What follows belongs to an exercise in optimizing a design on an open flow for small area; a production flow would make more cautious choices. In this exercise RTL edits were held to simulation tests only and were not proved equivalent to the original. Power figures rest on the tool's default switching activity, not on a simulated workload.

==> flow/design.v (outline; a module is shown in full before it is edited, if it fits) <==
// module ir_volume: 1547 lines
module ir_volume(clk, rst, ir_in, gtick, att_ack, att_sel_n, att_valid, att_byte, tens_we, ones_we, seg_tens, seg_ones);
  // ...
==> flow/flow/run.sh <==
#!/bin/bash
# The standard layout with two changes:
#  - synthesis maps the logic with ABC for area only (flow/area.abc) instead of
#    ORFS's delay-bounded mapping, buffering and sizing; everything else in the
#    synthesis script (registers, names, flattening) is the standard flow's own;
#  - every input and output port gets the smallest buffer (buf_1).
set -euo pipefail
here=$(pwd)
# synthesis script: the standard flow's, with the ABC call given flow/area.abc as its script
{
  head -n 1 synth_recipe.tcl
  cat <<EOT
proc abc {args} {
  set i [lsearch -exact \$args -script]
  if { \$i >= 0 } { set args [lreplace \$args \$i [expr {\$i + 1}] -script $here/flow/area.abc] }
  yosys abc {*}\$args
}
EOT
  tail -n +2 synth_recipe.tcl
} > area_synth.tcl
sed "s#SYNTH_SCRIPT=[^ ]*synth_recipe.tcl#SYNTH_SCRIPT=$here/area_synth.tcl#" standard.sh > area_standard.sh
grep -q "SYNTH_SCRIPT=$here/area_synth.tcl" area_standard.sh
export BUFFER_PORTS_ARGS="-buffer_cell sky130_fd_sc_hd__buf_1"
bash area_standard.sh > standard.log 2>&1
==> flow/flow/area.abc <==
strash
dch -f
map -a
topo
stime -c
buffer -c
upsize -c
dnsize -c
==> flow/standard.sh <==
#!/bin/bash
# synth_recipe.tcl (not shown) runs the flow's synth.tcl, then flattens the netlist and writes it again
# the make line also repeats each setting of config.mk as NAME=value (left out here)
make -C /OpenROAD-flow-scripts/flow DESIGN_CONFIG=/design/flow/config.mk WORK_HOME=/design/flow/orfs CLKGATE_MAP_FILE= SYNTH_SCRIPT=/design/flow/synth_recipe.tcl "${@:-finish}"
==> flow/config.mk <==
export PLATFORM = sky130hd
export DESIGN_NAME = ir_volume
export DESIGN_NICKNAME = ir_volume
export VERILOG_FILES = /design/flow/design.v
export SDC_FILE = /design/flow/constraint.sdc
export NUM_CORES = 4
export LEC_CHECK = 0
export ABC_AREA = 1
export CAP_MARGIN = 20
export CORE_MARGIN = 2
export CORE_UTILIZATION = 40
export CTS_BUF_LIST = sky130_fd_sc_hd__clkbuf_4
export CTS_CLUSTER_DIAMETER = 100
export CTS_CLUSTER_SIZE = 30
export SLEW_MARGIN = 20
==> flow/constraint.sdc <==
create_clock -name core_clock -period 10.0 [get_ports {clk}]
set_input_delay 2.0000 -clock core_clock [delete_from_list [all_inputs] [get_ports {clk}]]
set_output_delay 2.0000 -clock core_clock [all_outputs]
set_load 0.01 [all_outputs]
==> run_results.csv, run 1 <==
group,metric,value,unit
global_route,grt_overflow,0,
cells_and_area,layout_commonest_cell,"inv_1",
yosys,synth_top_area_cell,"dfxtp_1",
die,die_w,106,um
critical_path,cp_top_family,"buffers and inverters",
critical_path,r2r_end,"tens[0]",
critical_path,crit_top_cell,"inv_1",
run,maxCapViolCount,0,
power_and_ir_drop,p_seq,328,uW
routing,wirelength,12300,um
sta,fin_crit,5030,ps
global_route,gr-usage-met3,0.0497,
clock_tree,cts-resized-gates,0,
power_and_ir_drop,p_sw,261,uW
cells_and_area,clkbuf_count,10,
yosys,synth_flop_cell,"dfxtp_1",
power_and_ir_drop,p_per_area,160,nW/um2
die,start_util,0.410,
cells_and_area,seq_area,1380,um2
cells_and_area,seq_cell_count,66,
power_and_ir_drop,netSwitchingFraction,0.357,
routing,drt_iter0_markers,200,
power_and_ir_drop,power_frac_seq,0.449,
power_and_ir_drop,powerComb,201,uW
yosys,async_reset_ff_frac,0,
cells_and_area,utilization,0.446,
global_route,use_met1,0.258,
critical_path,reg2reg_slack,7110,ps
routing,dr_wl_met2,5740,um
cells_and_area,clk_share,0.0342,
power_and_ir_drop,power.internal,470,uW
run_status,status,"finished clean",
yosys,synth_compound_area_frac,0.254,
power_and_ir_drop,cellLeakagePower,0.00180,uW
==> run 2: changes to the inputs <==
==> flow/flow/area.abc (replaced) <==
strash
dch -f
amap
topo
--- a/flow/config.mk
+++ b/flow/config.mk
@@ -9,7 +9,5 @@
 export CAP_MARGIN = 20
 export CORE_MARGIN = 2
 export CORE_UTILIZATION = 40
-export CTS_BUF_LIST = sky130_fd_sc_hd__clkbuf_4
-export CTS_CLUSTER_DIAMETER = 100
-export CTS_CLUSTER_SIZE = 30
+export CTS_BUF_LIST = sky130_fd_sc_hd__clkbuf_8
 export SLEW_MARGIN = 20
==> run 2 against run 1 <==
  * Still clean on timing, DRC and antenna
  * Hold slack better by 3.4 ps
  * Sequential cell count stayed put
  * Register-to-register slack worse by 1200 ps
  * Critical path depth fell by 2
  * First-iteration DRC count increased by 96%
  * Utilization increased by 1.2 points
  * Wire length decreased by 7.3%
  * Clock power up 13%
  * Die area down 5.2%
  * Worst setup slack worse by 210 ps
  * Final cell count is 5.6% lower
  * Non-clock buffer count is the same
==> run_results.csv, run 2 <==
group,metric,value,unit
yosys,yosysMostFrequentCell,"nor2_1",
placed_design,place_ws,4590,ps
routing,first_pass_iters,5,
critical_path,slowest_stage,"ha_1",
routing,drt_iter0_markers,391,
cells_and_area,layout.nets,612,
cells_and_area,fillers,1015,
cells_and_area,largest_reg_flops,9,
sta,fin_tns_setup,0,ps
die,core,9680,um2
cells_and_area,final_area,4430,um2
clock_tree,htree_levels,3,
placed_design,hpwl,8760,um
die,die_w,104,um
sta,fmax,191,MHz
clock_tree,post_cts_buffers,0,
min_path,hold_class,"reg -> reg",
sta,slew_headroom,0.379,
yosys,async_reset_ff_frac,0,
critical_path,startpoint_type,"flip-flop",
routing,drc_errors,0,
sta,whs,483,ps
yosys,ys_seq_elements,66,
routing,wl_per_cell,15.8,um
sta,clock_skew,12.1,ps
run_status,status,"finished clean",
power_and_ir_drop,p_per_area,170,nW/um2
power_and_ir_drop,cellLeakagePower,0.00155,uW
sta,fin_crit_sh,0.524,
die,die_y,104,um
placed_design,place.gp.congestion,1.05,
yosys,synth_top_area_share,0.303,
die,ios,33,
yosys,synthTopCellsByArea,"dfxtp_1, nor2_1, clkinv_1",
yosys,syn_inst,544,
power_and_ir_drop,comb_power_share,0.258,
yosys,yosys_warnings,1,
clock_tree,clk_latency,340,ps
clock_tree,clk_pin_slew_worst_paths,80,ps
sta,setup_slack,4760,ps
power_and_ir_drop,p_clk_frac,0.302,
sta,rsz0062_at_grt,"false",
power_and_ir_drop,power_frac_seq,0.441,
routing,drt-vias-per-instance,5.76,
global_route,grt_usage,0.217,
critical_path,critPathKind,"reg -> out",
cells_and_area,layout_commonest_cell,"nor2_1",
sta,setup_viol_count_final,0,
clock_tree,cts.sinks,66,
routing,ant_nets,0,
clock_tree,cts-buffers-inserted,9,
die,dieArea,10700,um2
routing,wirelength,11400,um
placed_design,place_area,4240,um2
sta,hold_violations,0,
cells_and_area,final_cell_mix,"nor2_1, clkinv_1, dfxtp_1",
clock_tree,clock-root-buffer,"clkbuf_8",
yosys,yosysSeqAreaShare,0.348,
clock_tree,cts_buffer_depth,2,
sta,fin_crit,5240,ps
cells_and_area,reg.largest.list,"pcnt: 9 flops, gap: 8 flops, sav: 8 flops",
global_route,grt_pass1_vias,3935,
yosys,synthTopCellsByCount,"nor2_1, clkinv_1, dfxtp_1",
yosys,syn_area,3970,um2
die,start_util,0.410,
clock_tree,hold_buffers,0,
global_route,gr-usage-met3,0.0390,
cells_and_area,diodes,0,
global_route,antenna_found_initial,0,
critical_path,crit_fanout,14,
global_route,use_met1,0.302,
routing,via_count,4161,
run,maxCapViolCount,0,
yosys,synth.avg_cell_area,7.30,um2
critical_path,cp.arrival,3240,ps
clock_tree,cts-resized-gates,0,
global_route,grt_pass1_wl,19200,um
cells_and_area,drive_gt1_frac,0.0238,
yosys,ys_types,43,
critical_path,cp.required,8000,ps
clock_tree,cts_tree,"yes",
power_and_ir_drop,p_sw,265,uW
placed_design,portBuffers,30,
yosys,synth_top_area_cell,"dfxtp_1",
yosys,synth_flop_cell,"dfxtp_1",
cells_and_area,syn_to_final_growth,11.7,%
cells_and_area,regMostFlops,"pcnt",
global_route,grt_overflow,0,
yosys,synth_edf_count,6,
critical_path,path_cells,"clkinv_1, ha_1, nor2_1, o21ai_0, o22ai_1, a21oi_1, a21oi_1, a31oi_1, buf_1",
power_and_ir_drop,netSwitchingFraction,0.352,
sta,final_max_slew_viol_count,0,
critical_path,cpPeakStageDelay,580,ps
power_and_ir_drop,ir_worst_vdd,148,uV
critical_path,worstSetupEndpointType,"output port",
sta,worstMarginPinSlew,921,ps
critical_path,crit_top_cell,"a21oi_1",
global_route,busiest_layer,"met2",
die,fp-row-count,36,
global_route,grt_max_degree,15,
power_and_ir_drop,power.internal,489,uW
global_route,use_met2,0.333,
[run 2: layout make-up]
class | instances | area (um2) | area share
clock buffer | 10 | 138 | 0.0310
timing repair buffer | 30 | 113 | 0.0254
clock inverter | 6 | 58.8 | 0.0133
inverter | 79 | 297 | 0.0669
multi-input combinational | 398 | 2280 | 0.514
tap | 133 | 166 | 0.0375
sequential | 66 | 1380 | 0.312
[run 2: kinds of logic (layout without fill, tap and decap cells)]
kind of cell	Yosys count	in the layout	share of synthesized area
flip-flops	66	66	0.348
buffers and inverters	81	125	0.0785
AND/OR/NAND/NOR	217	217	0.237
adder cells (fa/ha/maj)	23	23	0.0725
AO/OA/AOI/OAI	156	156	0.263
other	1	2	0.000945
[run 2: worst paths after layout]
| path | from | to | slack, ps | depth (start not counted) |
|---|---|---|---|---|
| max | tens[0] | att_byte[1] | 4760 | 9 |
| min | sav[0] | sav[0] | 480 | 2 |
| max reg2reg | st[3] | ones[1] | 5870 | 15 |
| min reg2reg | sav[0] | sav[0] | 480 | 2 |
[run 2: power by group through the flow]
stage	clock [uW]	sequential, uW	combinational, uW
after global routing	240	338	224
after floorplan	0	329	143
after CTS	230	331	196
final	227	332	194
after detailed placement	0	337	194
after global placement	0	337	192
[run 2: layer usage]
layer  up-vias  wire (um)
met3        26        881
met1      1882       5360
li1       2055          -
met2       198       4980
met4         0        162
met5         -          0
[run 2: stage by stage]
step / util / std cells / power, uW
2_1_floorplan: - / 545 / 472
5_1_grt: 0.458 / 722 / 803
4_1_cts: 0.458 / 722 / 757
3_3_place_gp: 0.437 / 706 / 529
3_5_place_dp: 0.437 / 706 / 531
6_report: 0.458 / 722 / 754
[run 2: critical path: cells and delay by family, from the launching register on]
kind	cells	cell delay (ps)
compound gates	5	1000
buf+inv	2	640
fa+ha+maj	1	580
flops	1	570
simple gates	1	100
==> run 3: changes to the inputs <==
--- a/flow/config.mk
+++ b/flow/config.mk
@@ -9,5 +9,7 @@
 export CAP_MARGIN = 20
 export CORE_MARGIN = 2
 export CORE_UTILIZATION = 40
-export CTS_BUF_LIST = sky130_fd_sc_hd__clkbuf_8
+export CTS_BUF_LIST = sky130_fd_sc_hd__clkbuf_4 sky130_fd_sc_hd__clkbuf_8
+export CTS_CLUSTER_DIAMETER = 50
+export CTS_CLUSTER_SIZE = 20
 export SLEW_MARGIN = 20
==> run 3 against run 2 <==
  * Clock skew rose by 2.0 ps
  * Still clean on timing, DRC and antenna
  * Wire length rose by 0.32%
  * Sequential cell count did not move
  * Synthesized area did not move
  * Count of clock-buffer cells in the layout rose by 2
  * Highest routed layer unchanged
  * Critical path type unchanged
==> run_results.csv, run 3 <==
group,metric,value,unit
cells_and_area,diodes,0,
clock_tree,cts-buffers-inserted,9,
global_route,grt_pass1_wl,19300,um
routing,drc_errors,0,
clock_tree,clk_pin_slew_worst_paths,70,ps
critical_path,crit_path_end,"att_byte[1]",
yosys,ys_seq_elements,66,
cells_and_area,final_cell_mix,"nor2_1, clkinv_1, dfxtp_1",
sta,slew_headroom,0.395,
yosys,synth_flop_cell,"dfxtp_1",
yosys,synthTopCellsByArea,"dfxtp_1, nor2_1, clkinv_1",
critical_path,cp.required,8000,ps
critical_path,startpoint_type,"flip-flop",
sta,final_max_slew_viol_count,0,
sta,fin_crit,5230,ps
cells_and_area,layout_commonest_cell,"nor2_1",
power_and_ir_drop,cellLeakagePower,0.00155,uW
sta,rsz0062_at_grt,"false",
routing,drt-vias-per-instance,5.78,
clock_tree,hold_buffers,0,
cells_and_area,syn_to_final_growth,11.9,%
routing,wirelength,11400,um
global_route,grt_usage,0.217,
routing,via_count,4174,
critical_path,reg2reg_depth,15,
sta,fmax,191,MHz
yosys,synth_top_area_share,0.303,
placed_design,hpwl,8760,um
yosys,syn_inst,544,
cells_and_area,final_area,4440,um2
sta,setup_viol_count_final,0,
die,dieArea,10700,um2
sta,clock_skew,14.1,ps
cells_and_area,regMostFlops,"pcnt",
clock_tree,htree_levels,3,
die,fp-row-count,36,
critical_path,crit_top_cell,"a21oi_1",
global_route,grt_overflow,0,
die,start_util,0.410,
yosys,yosysMostFrequentCell,"nor2_1",
clock_tree,cts_tree,"yes",
placed_design,portBuffers,30,
clock_tree,post_cts_buffers,0,
min_path,hold_class,"reg -> reg",
min_path,hp-start,"sav[2]",
routing,first_pass_iters,5,
run_status,status,"finished clean",
yosys,ys_types,43,
routing,wl_per_cell,15.8,um
sta,hold_violations,0,
clock_tree,clock-root-buffer,"clkbuf_8",
critical_path,slowest_stage,"dfxtp_1",
cells_and_area,layout.nets,612,
placed_design,place_area,4240,um2
cells_and_area,largest_reg_flops,9,
yosys,yosys_warnings,1,
critical_path,reg2reg_slack,5880,ps
die,core,9680,um2
routing,drt_iter0_markers,412,
sta,fin_crit_sh,0.523,
die,die_w,104,um
yosys,synthTopCellsByCount,"nor2_1, clkinv_1, dfxtp_1",
cells_and_area,drive_gt1_frac,0.0272,
critical_path,worstSetupEndpointType,"output port",
global_route,grt_pass1_vias,3936,
clock_tree,cts-resized-gates,0,
critical_path,r2r_start,"st[3]",
critical_path,cpPeakStageDelay,580,ps
critical_path,crit_fanout,14,
power_and_ir_drop,p_per_area,171,nW/um2
run,maxCapViolCount,0,
cells_and_area,fillers,1015,
die,ios,33,
critical_path,critPathKind,"reg -> out",
clock_tree,cts.sinks,66,
yosys,yosysSeqAreaShare,0.348,
critical_path,startpoint,"tens[0]",
global_route,grt_max_degree,15,
yosys,synth_edf_count,6,
critical_path,r2r_end,"ones[1]",
critical_path,cp.arrival,3230,ps
critical_path,path_cells,"clkinv_1, ha_1, nor2_1, o21ai_0, o22ai_1, a21oi_1, a21oi_1, a31oi_1, buf_1",
yosys,synth_top_area_cell,"dfxtp_1",
clock_tree,cts_buffer_depth,2,
yosys,async_reset_ff_frac,0,
power_and_ir_drop,ir_worst_vdd,148,uV
placed_design,place.gp.congestion,1.05,
sta,fin_tns_setup,0,ps
global_route,antenna_found_initial,0,
clock_tree,clk_latency,340,ps
routing,ant_nets,0,
cells_and_area,reg.largest.list,"pcnt: 9 flops, gap: 8 flops, sav: 8 flops",
sta,worstMarginPinSlew,899,ps
die,die_y,104,um
yosys,syn_area,3970,um2
yosys,synth.avg_cell_area,7.30,um2
[run 3: changes by cell type in the layout (fill, tap and decap cells not counted), sizes merged]
cell	change
clkbuf	+2
inv	-2
[run 3: critical path: cells and delay by family, from the launching register on]
kind | cells | cell delay (ps)
fa+ha+maj | 1 | 570
flops | 1 | 580
buf+inv | 2 | 650
simple gates | 1 | 100
compound gates | 5 | 980
[run 3: kinds of logic (layout without fill, tap and decap cells)]
family | Yosys count | count (layout) | share of synthesized area
other cells | 1 | 2 | 0.000945
buf+inv | 81 | 125 | 0.0785
flops | 66 | 66 | 0.348
fa+ha+maj | 23 | 23 | 0.0725
compound gates | 156 | 156 | 0.263
simple gates | 217 | 217 | 0.237
[run 3: power breakdown]
group	leakage [uW]	switching [uW]	internal, uW
registers	0.000540	33.1	299
logic	0.000903	124	69.4
clock network	0.000103	106	128
[run 3: how the worst min path moves through the flow]
stage / end / slack, ps / cells past startpoint
5_1_grt: sav[2] / 490 / 2
4_1_cts: sav[2] / 480 / 2
3_5_place_dp: sav[2] / 470 / 2
2_1_floorplan: tens[0] / 420 / 2
6_report: sav[2] / 480 / 2
3_3_place_gp: sav[5] / 460 / 2
[run 3: area by class of cell]
cell class | instances | area (um2) | area share
Multi-Input combinational cell | 398 | 2280 | 0.514
Sequential cell | 66 | 1380 | 0.311
Inverter | 79 | 297 | 0.0668
Tap cell | 133 | 166 | 0.0375
Clock buffer | 12 | 153 | 0.0344
Timing Repair Buffer | 30 | 113 | 0.0254
Clock inverter | 4 | 51.3 | 0.0115
[run 3: routing by layer]
metal / track usage / part of all wire
met3: 0.0390 / 0.077
met4: 0.0830 / 0.016
met1: 0.304 / 0.47
met5: 0 / 0
met2: 0.331 / 0.44
[run 3: per-stage QoR]
| stage | hold WS [ps] | worst slack [ps] | util | std cells | power [uW] |
|---|---|---|---|---|---|
| 2_1_floorplan | 421 | 5340 | - | 545 | 472 |
| 5_1_grt | 487 | 4500 | 0.459 | 722 | 811 |
| 3_3_place_gp | 456 | 4860 | 0.437 | 706 | 529 |
| 3_5_place_dp | 466 | 4590 | 0.437 | 706 | 531 |
| 6_report | 481 | 4770 | 0.459 | 722 | 760 |
| 4_1_cts | 476 | 4900 | 0.459 | 722 | 765 |
==> run 4: changes to the inputs <==
--- a/flow/flow/run.sh
+++ b/flow/flow/run.sh
@@ -21,4 +21,5 @@
 sed "s#SYNTH_SCRIPT=[^ ]*synth_recipe.tcl#SYNTH_SCRIPT=$here/area_synth.tcl#" standard.sh > area_standard.sh
 grep -q "SYNTH_SCRIPT=$here/area_synth.tcl" area_standard.sh
 export BUFFER_PORTS_ARGS="-buffer_cell sky130_fd_sc_hd__buf_1"
+export CTS_ARGS="-sink_clustering_enable -repair_clock_nets -buf_list sky130_fd_sc_hd__clkbuf_8 -dont_use_dummy_load"
 bash area_standard.sh > standard.log 2>&1
--- a/flow/config.mk
+++ b/flow/config.mk
@@ -9,7 +9,4 @@
 export CAP_MARGIN = 20
 export CORE_MARGIN = 2
 export CORE_UTILIZATION = 40
-export CTS_BUF_LIST = sky130_fd_sc_hd__clkbuf_4 sky130_fd_sc_hd__clkbuf_8
-export CTS_CLUSTER_DIAMETER = 50
-export CTS_CLUSTER_SIZE = 20
 export SLEW_MARGIN = 20
==> run 4 against run 3 <==
  * Worst setup slack improved by 7.5 ps
  * Non-clock buffer count did not move
  * Total power decreased by 7.9%
  * Final area down 1.8%
  * Highest routed layer unchanged
  * Sequential power barely moved
  * Via count fell by 0.29%
  * Largest power group unchanged
  * Utilization down 0.83 points
==> run_results.csv, run 4 <==
group,metric,value,unit
run_status,status,"finished clean",
critical_path,reg2reg_depth,15,
die,die_w,104,um
routing,wl_met1,5350,um
routing,via_count,4162,
die,core,9680,um2
sta,final_max_slew_viol_count,0,
global_route,grt_overflow,0,
yosys,synthTopCellsByArea,"dfxtp_1, nor2_1, clkinv_1",
placed_design,portBuffers,30,
die,dieArea,10700,um2
yosys,yosysMostFrequentCell,"nor2_1",
yosys,async_reset_ff_frac,0,
power_and_ir_drop,power_frac_seq,0.475,
cells_and_area,layout.nets,612,
critical_path,r2r_start,"st[3]",
sta,fmax,192,MHz
global_route,grt_usage,0.218,
sta,fin_tns_setup,0,ps
cells_and_area,reg.largest.list,"pcnt: 9 flops, gap: 8 flops, sav: 8 flops",
routing,drt-vias-per-instance,5.82,
power_and_ir_drop,cellLeakagePower,0.00151,uW
cells_and_area,regMostFlops,"pcnt",
routing,first_pass_iters,5,
critical_path,reg2reg_slack,5870,ps
die,ios,33,
min_path,min_to,"sav[2]",
placed_design,hpwl,8760,um
clock_tree,cts-resized-gates,0,
clock_tree,clock-root-buffer,"clkbuf_8",
die,die_y,104,um
yosys,ys_types,43,
min_path,hp-start,"sav[2]",
critical_path,crit_fanout,14,
yosys,synthTopCellsByCount,"nor2_1, clkinv_1, dfxtp_1",
cells_and_area,final_cell_mix,"nor2_1, clkinv_1, dfxtp_1",
sta,setup_viol_count_final,0,
critical_path,startpoint_type,"flip-flop",
clock_tree,htree_levels,3,
cells_and_area,diodes,0,
sta,whs,474,ps
yosys,syn_area,3970,um2
yosys,yosysSeqAreaShare,0.348,
placed_design,place_ws,4590,ps
min_path,hold_class,"reg -> reg",
critical_path,cp.arrival,3220,ps
clock_tree,cts.sinks,66,
cells_and_area,drive_gt1_frac,0.0155,
sta,hold_violations,0,
yosys,synth_flop_cell,"dfxtp_1",
placed_design,place.gp.congestion,1.05,
die,fp-row-count,36,
yosys,synth_top_area_share,0.303,
routing,dr.max_layer_used,"met4",
global_route,grt_pass1_vias,3945,
clock_tree,clk_latency,350,ps
routing,drt_iter0_markers,452,
yosys,syn_inst,544,
routing,wl_per_cell,16.0,um
sta,fin_crit_sh,0.522,
routing,wl_met3,884,um
critical_path,critPathKind,"reg -> out",
critical_path,cp.required,8000,ps
power_and_ir_drop,power.internal,449,uW
power_and_ir_drop,p_clk_frac,0.247,
yosys,synth_edf_count,6,
routing,ant_nets,0,
power_and_ir_drop,ir_worst_vdd,146,uV
global_route,antenna_found_initial,0,
power_and_ir_drop,comb_power_share,0.278,
sta,setup_slack,4780,ps
yosys,yosys_warnings,1,
routing,wirelength,11400,um
clock_tree,post_cts_buffers,0,
sta,rsz0062_at_grt,"false",
global_route,grt_max_degree,15,
yosys,ys_seq_elements,66,
critical_path,worstSetupEndpointType,"output port",
clock_tree,hold_buffers,0,
critical_path,r2r_end,"ones[1]",
power_and_ir_drop,p_per_area,160,nW/um2
sta,fin_crit,5220,ps
min_path,hold-path-cell-count,2,
routing,drc_errors,0,
yosys,synth_top_area_cell,"dfxtp_1",
power_and_ir_drop,p_sw,251,uW
routing,dr_wl_met2,5010,um
clock_tree,cts_buffer_depth,2,
cells_and_area,utilization,0.450,
power_and_ir_drop,netSwitchingFraction,0.359,
sta,worstMarginPinSlew,906,ps
cells_and_area,syn_to_final_growth,9.90,%
sta,slew_headroom,0.389,
run,maxCapViolCount,0,
cells_and_area,layout_commonest_cell,"nor2_1",
die,start_util,0.410,
global_route,grt_pass1_wl,19300,um
clock_tree,cts_tree,"yes",
sta,clock_skew,29.5,ps
yosys,synth.avg_cell_area,7.30,um2
cells_and_area,largest_reg_flops,9,
clock_tree,clk_pin_slew_worst_paths,60,ps
clock_tree,cts-buffers-inserted,9,
==> run 4: area by class of cell <==
type / count / area (um2)
Sequential cell: 66 / 1380
Fill cell: 1024 / 5320
Inverter: 79 / 297
Multi-Input combinational cell: 398 / 2280
Timing Repair Buffer: 30 / 113
Clock buffer: 9 / 124
Tap cell: 133 / 166
==> run 4: worst max-delay path by stage <==
| stage | start | to | slack (ps) |
|---|---|---|---|
| floorplan | ir_in | ones[1] | 5340 |
| global placement | ir_in | ones[1] | 4860 |
| detailed placement | ir_in | ones[1] | 4590 |
| CTS | ir_in | ones[1] | 4890 |
| global route | tens[0] | att_byte[2] | 4510 |
| finish | tens[0] | att_byte[1] | 4780 |
==> run 4: power groups by stage <==
| stage | clock network (uW) | logic, uW | registers [uW] |
|---|---|---|---|
| 2_1_floorplan | 0 | 143 | 329 |
| 3_3_place_gp | 0 | 192 | 337 |
| 3_5_place_dp | 0 | 194 | 337 |
| 4_1_cts | 176 | 196 | 332 |
| 5_1_grt | 186 | 224 | 338 |
| 6_report | 173 | 194 | 333 |
==> run 4: per-stage QoR <==
step	area [um2]	power (uW)	std cells
6_report	4360	700	715
5_1_grt	4360	749	715
2_1_floorplan	3970	472	545
4_1_cts	4360	703	715
3_5_place_dp	4240	531	706
3_3_place_gp	4240	529	706
==> run 4: per-layer routing <==
layer / global-route usage / vias to the layer above
li1: - / 2038
met3: 0.0409 / 27
met1: 0.304 / 1901
met5: 0 / -
met2: 0.331 / 196
met4: 0.0878 / 0
==> run 4: cells by family (layout without fill, tap and decap cells) <==
| kind of cell | Yosys count | in the layout | share of synthesized area |
|---|---|---|---|
| buffers and inverters | 81 | 118 | 0.0785 |
| AOI/OAI and AO/OA | 156 | 156 | 0.263 |
| adders and majority gates | 23 | 23 | 0.0725 |
| DFF | 66 | 66 | 0.348 |
| and+or+nand+nor | 217 | 217 | 0.237 |
| other | 1 | 2 | 0.000945 |
==> run 4: critical path: stages, from the launching register on <==
cell	delay (ps)
dfxtp_1	560
clkinv_1	460
ha_1	580
nor2_1	100
o21ai_0	400
o22ai_1	160
a21oi_1	140
a21oi_1	90
a31oi_1	210
buf_1	180
==> run 5: changes to the inputs <==
--- a/flow/flow/run.sh
+++ b/flow/flow/run.sh
@@ -21,5 +21,5 @@
 sed "s#SYNTH_SCRIPT=[^ ]*synth_recipe.tcl#SYNTH_SCRIPT=$here/area_synth.tcl#" standard.sh > area_standard.sh
 grep -q "SYNTH_SCRIPT=$here/area_synth.tcl" area_standard.sh
 export BUFFER_PORTS_ARGS="-buffer_cell sky130_fd_sc_hd__buf_1"
-export CTS_ARGS="-sink_clustering_enable -repair_clock_nets -buf_list sky130_fd_sc_hd__clkbuf_8 -dont_use_dummy_load"
+export CTS_ARGS="-sink_clustering_enable -repair_clock_nets -buf_list sky130_fd_sc_hd__clkbuf_4 -sink_clustering_size 20 -sink_clustering_max_diameter 60 -dont_use_dummy_load"
 bash area_standard.sh > standard.log 2>&1
==> run 5 against run 4 <==
  * Still clean on timing, DRC and antenna
  * Synthesized area did not move
  * Hold slack improved by 6.8 ps
  * Combinational power barely moved
  * Total power fell by 6.5%
  * First-iteration DRC count fell by 4.2%
  * Worst setup slack got worse by 48 ps
  * Non-clock buffer count did not move
  * Synthesized cell count did not move
  * Clock skew rose by 11 ps
  * Final cell count did not move
  * Sequential share of layout area rose by 0.41 points
  * Largest cell class unchanged
  * Largest power group unchanged
==> run_results.csv, run 5 <==
group,metric,value,unit
clock_tree,clk_pin_slew_worst_paths,100,ps
yosys,yosys_warnings,1,
cells_and_area,multi_input_area,2280,um2
clock_tree,htree_levels,3,
yosys,synth_flop_cell,"dfxtp_1",
clock_tree,cts.sinks,66,
die,die_y,104,um
yosys,ys_types,43,
placed_design,hpwl,8760,um
cells_and_area,regMostFlops,"pcnt",
die,fp-row-count,36,
global_route,grt_pass1_wl,19300,um
yosys,ys_seq_elements,66,
critical_path,critPathBufInv,2,
routing,wl_per_cell,15.9,um
global_route,grt_max_degree,15,
sta,final_max_slew_viol_count,0,
die,core,9680,um2
routing,drt_iter0_markers,433,
sta,slew_headroom,0.387,
clock_tree,cts_buffer_depth,2,
yosys,yosysMostFrequentCell,"nor2_1",
clock_tree,clk_latency,410,ps
power_and_ir_drop,p_total,654,uW
cells_and_area,diodes,0,
critical_path,crit_fanout,8,
critical_path,cp.required,8000,ps
routing,first_pass_iters,6,
yosys,async_reset_ff_frac,0,
critical_path,reg2reg_slack,5880,ps
routing,wirelength,11400,um
cells_and_area,drive_gt1_frac,0.0155,
routing,ant_nets,0,
yosys,synthTopCellsByArea,"dfxtp_1, nor2_1, clkinv_1",
power_and_ir_drop,ir_worst_vdd,144,uV
clock_tree,post_cts_buffers,0,
critical_path,cp.arrival,3270,ps
critical_path,startpoint_type,"flip-flop",
placed_design,place_ws,4590,ps
yosys,synth_top_area_cell,"dfxtp_1",
clock_tree,hold_buffers,0,
routing,drc_errors,0,
clock_tree,cts-buffers-inserted,9,
cells_and_area,fillers,1032,
clock_tree,cts-resized-gates,0,
sta,setup_viol_count_final,0,
yosys,synth.avg_cell_area,7.30,um2
critical_path,r2r_start,"st[3]",
sta,clock_skew,40.6,ps
critical_path,path_cells,"clkinv_1, ha_1, nand2_1, o21ai_0, nor2_1, a21oi_1, and3_1, nor2_1, o22ai_1, a2111oi_0, a41oi_1, nor2_1, nor2_1, buf_1",
sta,fmax,190,MHz
cells_and_area,layout.nets,612,
critical_path,critPathKind,"reg -> out",
power_and_ir_drop,cellLeakagePower,0.00148,uW
global_route,grt_pass1_vias,3944,
sta,hold_violations,0,
sta,fin_crit_sh,0.527,
clock_tree,clock-root-buffer,"clkbuf_4",
placed_design,place.gp.congestion,1.05,
yosys,syn_inst,544,
critical_path,cp_top_family,"simple AND/OR/NAND/NOR gates",
yosys,synthTopCellsByCount,"nor2_1, clkinv_1, dfxtp_1",
cells_and_area,largest_reg_flops,9,
cells_and_area,final_cell_mix,"nor2_1, clkinv_1, dfxtp_1",
yosys,synth_top_area_share,0.303,
cells_and_area,layout_commonest_cell,"nor2_1",
power_and_ir_drop,p_per_area,152,nW/um2
min_path,min_to,"sav[2]",
sta,worstMarginPinSlew,910,ps
yosys,yosysSeqAreaShare,0.348,
sta,fin_crit,5270,ps
cells_and_area,reg.largest.list,"pcnt: 9 flops, gap: 8 flops, sav: 8 flops",
global_route,grt_overflow,0,
global_route,grt_usage,0.218,
cells_and_area,syn_to_final_growth,8.48,%
die,dieArea,10700,um2
critical_path,cpPeakStageDelay,520,ps
cells_and_area,seq_area,1380,um2
min_path,hold-path-cell-count,2,
critical_path,reg2reg_depth,15,
min_path,hp-start,"sav[2]",
routing,via_count,4147,
critical_path,r2r_end,"ones[1]",
critical_path,worstSetupEndpointType,"output port",
min_path,hold_class,"reg -> reg",
critical_path,crit_top_cell,"nor2_1",
routing,drt-vias-per-instance,5.80,
sta,rsz0062_at_grt,"false",
clock_tree,cts_tree,"yes",
critical_path,slowest_stage,"dfxtp_1",
die,die_w,104,um
placed_design,portBuffers,30,
global_route,antenna_found_initial,0,
sta,setup_slack,4730,ps
die,ios,33,
sta,fin_tns_setup,0,ps
run,maxCapViolCount,0,
yosys,syn_area,3970,um2
run_status,status,"finished clean",
die,start_util,0.410,
yosys,synth_edf_count,6,
-- run 5: cell counts after synthesis --
Identical to the previous run, type by type.
-- run 5: cells by family (layout without fill, tap and decap cells) --
kind of cell	count (synthesis)	after routing	synth area share
simple gates	217	217	0.237
compound gates	156	156	0.263
buf+inv	81	118	0.0785
flops	66	66	0.348
fa+ha+maj	23	23	0.0725
other cells	1	2	0.000945
-- run 5: through the flow --
step            util  area, um2  instances  hold slack, ps
3_3_place_gp   0.437       4240        706             456
4_1_cts        0.444       4300        715             478
2_1_floorplan      -       3970        545             421
3_5_place_dp   0.437       4240        706             466
5_1_grt        0.445       4310        715             490
6_report       0.445       4310        715             480
-- run 5: power by group --
group / internal [uW] / total [uW] / switching [uW] / leakage [uW]
clock: 41.8 / 128 / 86.3 / 0.0000414
sequential: 299 / 332 / 33.5 / 0.000540
combinational: 69.4 / 194 / 124 / 0.000903
total: 410 / 654 / 244 / 0.00148
-- run 5: worst register-to-register path, stage by stage (launching register included) --
cell	delay (ps)
dfxtp_1	360
clkinv_1	150
o21ai_0	270
clkinv_1	130
nand2_1	80
clkinv_1	60
nand2_1	80
a2111oi_1	650
clkinv_1	240
a31oi_1	350
clkinv_1	260
a311oi_1	450
clkinv_1	240
nor2_1	190
nor2_1	50
a2111oi_0	400
-- run 5: layout make-up --
class                           instances  area share
Sequential cell                        66       0.321
Timing Repair Buffer                   30      0.0262
Clock buffer                            9      0.0157
Multi-Input combinational cell        398       0.530
Inverter                               79      0.0689
Tap cell                              133      0.0387
-- run 5: worst max-delay path by stage --
| stage | from | end | slack [ps] | depth (start not counted) |
|---|---|---|---|---|
| 2_1_floorplan | ir_in | ones[1] | 5340 | 12 |
| 3_3_place_gp | ir_in | ones[1] | 4860 | 13 |
| 3_5_place_dp | ir_in | ones[1] | 4590 | 13 |
| 4_1_cts | tens[0] | att_byte[1] | 4850 | 9 |
| 5_1_grt | tens[0] | att_byte[2] | 4430 | 13 |
| 6_report | tens[1] | att_byte[2] | 4730 | 14 |
-- run 5: routing by layer --
metal,GRT usage,routed length [um],vias to the layer above
met5,0,0,-
met4,0.0907,229,0
met3,0.0422,869,26
met2,0.332,4960,174
met1,0.302,5350,1904
li1,-,-,2043

## port drivers added, routing unchanged
The results above use ideal ports. As a check the final layouts listed here were re-extracted and re-timed, cells and wires unchanged.
Step 1, drivers: a clkbuf_16 drives clk and a buf_2 each remaining input, both assumed.
Step 2, shift: input delay + t, output delay - t, t = (earliest + latest rising clock arrival at the registers) / 2. This alone moves slack from input paths to output paths.
Three values: ideal, step 1, step 2; two values: the first two.
run	shift t [ns]	setup WS [ns]	slew at the worst register clock pin (ns)
run 1	0.448	4.975 / 4.947 / 5.394	0.11 / 0.11
run 2	0.366	4.764 / 4.734 / 4.640	0.08 / 0.08
run 3	0.368	4.771 / 4.739 / 4.649	0.08 / 0.08
run 4	0.361	4.778 / 4.748 / 4.638	0.08 / 0.08
run 5	0.425	4.731 / 4.700 / 4.644	0.11 / 0.11
After both steps every run listed still meets setup and hold. The setup slack of run 4, which loses most, moves by -0.030 ns with the drivers and by -0.140 ns with both steps.
